This design comes from an exercise in tuning for small area, a short achievable clock period and few clock cycles on the open sky130 flow, not from production work. Function was checked by simulation only, so behaviour that the tests miss may differ from the original.

<file path="run.sh">
#!/bin/bash
# synth_recipe.tcl (not shown) runs the flow's synth.tcl, then flattens the netlist and writes it again
# the make line also repeats each setting of config.mk as NAME=value (left out here)
make -C /OpenROAD-flow-scripts/flow DESIGN_CONFIG=/design/flow/config.mk WORK_HOME=/design/flow/orfs CLKGATE_MAP_FILE= SYNTH_SCRIPT=/design/flow/synth_recipe.tcl finish
</file>
<file path="config.mk">
export PLATFORM = sky130hd
export DESIGN_NAME = viterbi_dec
export DESIGN_NICKNAME = viterbi_dec
export VERILOG_FILES = /design/flow/design.v
export SDC_FILE = /design/flow/constraint.sdc
export NUM_CORES = 4
export LEC_CHECK = 0
export CAP_MARGIN = 20
export CORE_MARGIN = 2
export CORE_UTILIZATION = 40
export SLEW_MARGIN = 20
</file>
<file path="constraint.sdc">
create_clock -name core_clock -period 20.0 [get_ports {clk}]
set_input_delay 4.0000 -clock core_clock [delete_from_list [all_inputs] [get_ports {clk}]]
set_output_delay 4.0000 -clock core_clock [all_outputs]
set_load 0.01 [all_outputs]
</file>
<file path="design.v">
module viterbi_dec (
    input  wire       clk,
    input  wire       rst,         
    input  wire       in_valid,
    output wire       in_ready,
    input  wire [1:0] in_sym,      
    input  wire       in_last,     
    output reg        out_valid,
    output reg        out_bit,
    output reg        out_last
);
    localparam K        = 5;
    localparam NS       = 32;       
    localparam W        = 16;       
    localparam POLY0    = 5'h13;
    localparam POLY1    = 5'h1D;
    localparam MIN_TB   = 20;
    localparam TB_GROUP = 12;
    localparam CAP      = 32;       
    localparam RENORM_I = 122;
    localparam S_RUN    = 2'd0;     
    localparam S_SEARCH = 2'd1;     
    localparam S_TB     = 2'd2;     
    localparam S_EMIT   = 2'd3;     
    reg  [1:0]    state;
    reg  [W-1:0]  pm [0:NS-1];      
    reg  [NS-1:0] hist [0:CAP-1];   
    reg  [4:0]    h_cursor;
    reg  [5:0]    h_len;
    reg  [6:0]    rn_count;
    reg  [2:0]    warm;             
    reg           renorm_due;
    reg           tb_due;
    reg           last_seen;        
    reg           flushing;         
    reg  [4:0]    tb_state;
    reg  [4:0]    tb_idx;
    reg  [5:0]    tb_j;
    reg  [5:0]    tb_skip;
    reg  [5:0]    tb_n;
    reg  [31:0]   fetched;
    reg  [5:0]    emit_i;
    assign in_ready = (state == S_RUN);
    function [1:0] table_out(input [4:0] st);
        table_out = {^(st & POLY1), ^(st & POLY0)};
    endfunction
    function [1:0] bm_hard(input [4:0] st, input [1:0] y);
        reg [1:0] x;
        begin
            x = table_out(st) ^ y;
            bm_hard = {1'b0, x[0]} + {1'b0, x[1]};
        end
    endfunction
    reg [W-1:0]  acs_m  [0:NS-1];
    reg [W-1:0]  warm_m [0:NS-1];
    reg [NS-1:0] acs_d;
    reg [W-1:0]  m0, m1;
    reg [1:0]    bm;
    integer s;
    always @(*) begin
        for (s = 0; s < NS; s = s + 1) begin
            bm = bm_hard(s[4:0], in_sym);
            m0 = pm[s >> 1] + {{(W-2){1'b0}}, bm};
            m1 = pm[(s >> 1) | (NS / 2)] + {{(W-2){1'b0}}, bm};
            warm_m[s] = m0;
            if (m0 <= m1) begin
                acs_m[s] = m0;
                acs_d[s] = 1'b0;
            end else begin
                acs_m[s] = m1;
                acs_d[s] = 1'b1;
            end
        end
    end
    reg [W-1:0] lvl_m [0:2*NS-2];
    reg [4:0]   lvl_s [0:2*NS-2];
    wire [W-1:0] best_m = lvl_m[2*NS-2];
    wire [4:0]   best_s = lvl_s[2*NS-2];
    integer q;
    always @(*) begin
        for (q = 0; q < NS; q = q + 1) begin
            lvl_m[q] = pm[q];
            lvl_s[q] = q[4:0];
        end
        for (q = 0; q < NS - 1; q = q + 1) begin
            if (lvl_m[2*q+1] < lvl_m[2*q]) begin
                lvl_m[NS+q] = lvl_m[2*q+1];
                lvl_s[NS+q] = lvl_s[2*q+1];
            end else begin
                lvl_m[NS+q] = lvl_m[2*q];
                lvl_s[NS+q] = lvl_s[2*q];
            end
        end
    end
    wire          take    = in_valid && in_ready;
    wire          rn_hit  = (rn_count + 7'd1 == RENORM_I);
    wire          cap_hit = (h_len + 6'd1 == CAP);
    wire [4:0]    rd_idx  = tb_idx - 5'd1;
    wire [NS-1:0] rd_row  = hist[rd_idx];
    wire          tb_d    = rd_row[tb_state];
    integer i;
    always @(posedge clk) begin
        out_valid <= 1'b0;
        out_last  <= 1'b0;
        if (rst) begin
            state      <= S_RUN;
            h_cursor   <= 5'd0;
            h_len      <= 6'd0;
            rn_count   <= 7'd0;
            warm       <= 3'd0;
            renorm_due <= 1'b0;
            tb_due     <= 1'b0;
            last_seen  <= 1'b0;
            flushing   <= 1'b0;
            out_bit    <= 1'b0;
            for (i = 0; i < NS; i = i + 1)
                pm[i] <= {W{1'b0}};
        end else begin
            case (state)
            S_RUN: begin
                if (take) begin
                    last_seen <= in_last;
                    if (warm < K) begin
                        for (i = 0; i < NS; i = i + 1)
                            pm[i] <= warm_m[i];
                        warm <= warm + 3'd1;
                        if (in_last)
                            state <= S_SEARCH;
                    end else begin
                        for (i = 0; i < NS; i = i + 1)
                            pm[i] <= acs_m[i];
                        hist[h_cursor] <= acs_d;
                        h_cursor   <= h_cursor + 5'd1;
                        h_len      <= h_len + 6'd1;
                        rn_count   <= rn_hit ? 7'd0 : rn_count + 7'd1;
                        renorm_due <= rn_hit;
                        tb_due     <= cap_hit;
                        if (rn_hit || cap_hit || in_last)
                            state <= S_SEARCH;
                    end
                end
            end
            S_SEARCH: begin
                renorm_due <= 1'b0;
                tb_due     <= 1'b0;
                if (renorm_due)
                    for (i = 0; i < NS; i = i + 1)
                        pm[i] <= pm[i] - best_m;
                if (tb_due) begin
                    tb_state <= best_s;
                    tb_idx   <= h_cursor;
                    tb_j     <= 6'd0;
                    tb_skip  <= MIN_TB;
                    tb_n     <= (h_len > MIN_TB) ? h_len - MIN_TB : 6'd0;
                    flushing <= 1'b0;
                    state    <= S_TB;
                end else if (last_seen) begin
                    tb_state <= 5'd0;
                    tb_idx   <= h_cursor;
                    tb_j     <= 6'd0;
                    tb_skip  <= 6'd0;
                    tb_n     <= h_len;
                    flushing <= 1'b1;
                    state    <= S_TB;
                end else begin
                    state <= S_RUN;
                end
            end
            S_TB: begin
                if (tb_j == h_len) begin
                    emit_i <= tb_n;
                    state  <= S_EMIT;
                end else begin
                    if (tb_j >= tb_skip)
                        fetched[tb_j - tb_skip] <= tb_d;
                    tb_state <= {tb_d, tb_state[4:1]};
                    tb_idx   <= rd_idx;
                    tb_j     <= tb_j + 6'd1;
                end
            end
            S_EMIT: begin
                if (emit_i == 6'd0) begin
                    h_len <= h_len - tb_n;
                    if (flushing) begin
                        flushing  <= 1'b0;
                        last_seen <= 1'b0;
                        h_cursor  <= 5'd0;
                        h_len     <= 6'd0;
                        rn_count  <= 7'd0;
                        warm      <= 3'd0;
                        for (i = 0; i < NS; i = i + 1)
                            pm[i] <= {W{1'b0}};
                        state <= S_RUN;
                    end else if (last_seen) begin
                        state <= S_SEARCH;
                    end else begin
                        state <= S_RUN;
                    end
                end else begin
                    out_valid <= 1'b1;
                    out_bit   <= fetched[emit_i - 6'd1];
                    out_last  <= flushing && (emit_i == 6'd1);
                    emit_i    <= emit_i - 6'd1;
                end
            end
            endcase
        end
    end
endmodule
</file>
==> metrics.yaml <==
status:
  status: "timing/DRC/antenna clean"
critical_path:
  end_kind: "flop"
  crit_family: "compound AO/OA/AOI/OAI gates"
  cp_max_fo: 35
  critPathBufInv: 7
  crit_required_ps: 20730
  critPathLaunchType: "flop"
  cp_slowest_cell: "nor3_1"
  critPathKind: "reg2reg"
  max_stage_delay_ps: 810
  crit_top_cell: "a21o_1"
  crit_arrival_ps: 19330
timing:
  tightestPinTransition_ps: 1370
  fmax_mhz: 53.8
  clock_skew_ps: 61.6
  final.min_clock_period_ps: 18600
  fin_crit_sh_pct: 93.0
  setup_viol: 0
  finalSetupTns_ps: 0
  slew_headroom_pct: 8.43
  slew_viol_final: 0
  hold_violations: 0
  rsz0062_at_grt: "no"
synth:
  avgSynthCellArea_um2: 8.99
  synthArstFlopShare_pct: 0
  synth_warnings: 6
  synth.distinct_cells: 119
  ys_seq_area_share_pct: 30.8
  ys.flop_type: "edfxtp_1"
  ys_ff_latch: 1627
  netlist_area_um2: 141000
  synth_largest_area_cell: "edfxtp_1"
  syn-num-nets: 17128
  synth_top_area_share_pct: 23.1
  syn_inst: 15688
  synth-edff-count: 1085
  synth_area_leaders: "edfxtp_1 23%, ha_1 12%, dfxtp_1 7.7%"
job:
  max-cap-violations: 0
clocking:
  cts-hold-fix-buffers: 0
  clock_latency_ps: 900
  cts_tree: "done"
  numCtsBuffers: 195
  cts_setup_buffers: 0
  h-tree-depth: 4
  clockBufferDepth: 4
  cts.repair.resized: 0
  cts_root_buf: "clkbuf_16"
  cts.reportedPaths.clkPinSlew_ps: 70
  cts_sinks: 1627
route:
  post-route-drc-count: 0
  drt-initial-drc-count: 18174
  vias_per_cell: 6.44
  vias: 129586
  dr.pass1.iters: 8
  routed_wl_mm: 619
  antenna_left: 0
  wl_per_cell_um: 30.8
floorplanning:
  io_pins: 10
  fp.dieW_um: 598
  die_y_um: 598
  core_area_um2: 352000
  rows: 218
  die_area_um2: 357000
  start_util_pct: 40.1
cells_and_area:
  layout_common_cells: "1,689 x nor2_1, 1,364 x ha_1, 1,280 x a21oi_1, 1,085 x edfxtp_1, 1,082 x nand2_1"
  postLayoutCoreUtil_pct: 43.8
  drive_above_1_share_pct: 9.31
  multi_input_area_um2: 92300
  final_common_cell: "nor2_1"
  area_growth_pct: 9.25
  seq_area_um2: 43400
  final_cells: 20112
  fillers: 33974
  nNetsFinal: 16751
global_routing:
  antenna_found_initial: 43
  grt_max_degree: 145
  grt_overflow: 0
  grt_pass1_wl_mm: 870
  grt_pass1_vias: 117224
  grt.total_usage_pct: 33.5
placement:
  io_buffers: 9
  dpl.hpwl_mm: 455
  place_inst: 19732
  globalplace.congestion: 1.10
hold_path:
  hold_path_class: "reg2reg"
-- metrics by stage --
step           hold slack [ps]  worst slack [ps]  cell area [µm²]
6_report                   488              1400           154000
5_1_grt                    513               396           154000
4_1_cts                    481              1800           154000
3_5_place_dp               467              1850           148000
3_3_place_gp               462              1940           148000
2_1_floorplan              434              1010           141000
-- synthesized netlist by cell type, drive strengths merged, types with 118 or more instances --
library cell and count:
nor2 1732, ha 1369, a21oi 1307, nand2 1087, edfxtp 1085, xnor2 1045
o21ai 874, clkbuf 802, inv 663, dfxtp 542, nand3 451, mux4 351
nor3 324, xor2 282, mux2i 281, a21o 235, nand4 233, buf 202
a211oi 171, nor2b 162, and3 155, maj3 152, o221ai 151, nand2b 137
a221oi 136, o32ai 118
-- state kept, by name, indices dropped and copies added, names as in the netlist, named ones only --
signal / count
fetched: 32
state: 1
tb_idx: 5
out_valid: 1
renorm_due: 1
emit_i: 6
h_cursor: 5
pm: 512
tb_skip: 1
tb_j: 6
out_bit: 1
tb_due: 1
flushing: 1
out_last: 1
h_len: 6
rn_count: 7
tb_state: 5
tb_n: 6
hist: 1024
last_seen: 1
warm: 3
-- kinds of logic after synthesis --
family          synth area share (%)
simple gates                    15.5
xor+xnor                        8.24
compound gates                  18.5
mux                             8.22
buf+inv                         4.62
fa+ha+maj                       14.2
flops                           30.8
-- worst paths after layout --
| kind | from | endpoint | slack [ps] | cells past startpoint |
|---|---|---|---|---|
| worst min register to register | renorm_due | renorm_due | 490 | 1 |
| worst max register to register | pm[28][7] | pm[9][13] | 1400 | 74 |
| worst min-delay path | renorm_due | renorm_due | 490 | 1 |
| worst max-delay path | pm[28][7] | pm[9][13] | 1400 | 74 |
-- worst register-to-register path, delay by kind of cell (launching register included) --
| family | cells | cell delay (ps) |
|---|---|---|
| AND/OR/NAND/NOR | 19 | 4570 |
| AO/OA/AOI/OAI | 38 | 8530 |
| buffers and inverters | 7 | 1540 |
| XOR/XNOR | 1 | 110 |
| adder cells (fa/ha/maj) | 7 | 2390 |
| multiplexers | 2 | 830 |
| flip-flops | 1 | 450 |
-- per-layer routing --
metal | up-vias | GRT usage (%) | wire length [µm]
li1 | 57440 | - | -
met1 | 62984 | 45.9 | 253000
met2 | 7629 | 47.4 | 251000
met3 | 1499 | 9.93 | 77500
met4 | 34 | 17.2 | 37400
met5 | - | 0 | 281
-- area by class of cell --
type,count,area share [%]
timing repair buffer,430,2.36
antenna,29,0.0471
sequential,1627,28.2
multi-input combinational,12367,59.9
clock inverter,99,0.641
clock buffer,250,3.41
tap,4620,3.75
inverter,690,1.68
Testbench counts, summed over its fixed seeds: cycles 256,078.

==> separate check: timing with driven ports <==
No port has a modelled driver above. Below, the same layout with a new extraction and two added sets of constraints.
Step 1 assumes that a clkbuf_16 drives the clock port and a buf_2 every other input.
Step 2 also shifts input and output timing later by t, the mid clock arrival at the registers, as if the neighbouring blocks saw the same clock.
a / b / c = ideal / step 1 / step 2; a / b = the first two.
shift t [ns]: 0.983
slack for setup (ns): 1.404 / 1.404 / 1.404
latest minus earliest clock arrival (ns): 0.063 / 0.063
worst register clock-pin slew, ns: 0.08 / 0.08
pins driven straight from the clock port: 1
After both steps setup and hold are still met in this run. The setup slack of this run moves by 0.000 ns with the drivers and by 0.000 ns with both steps.
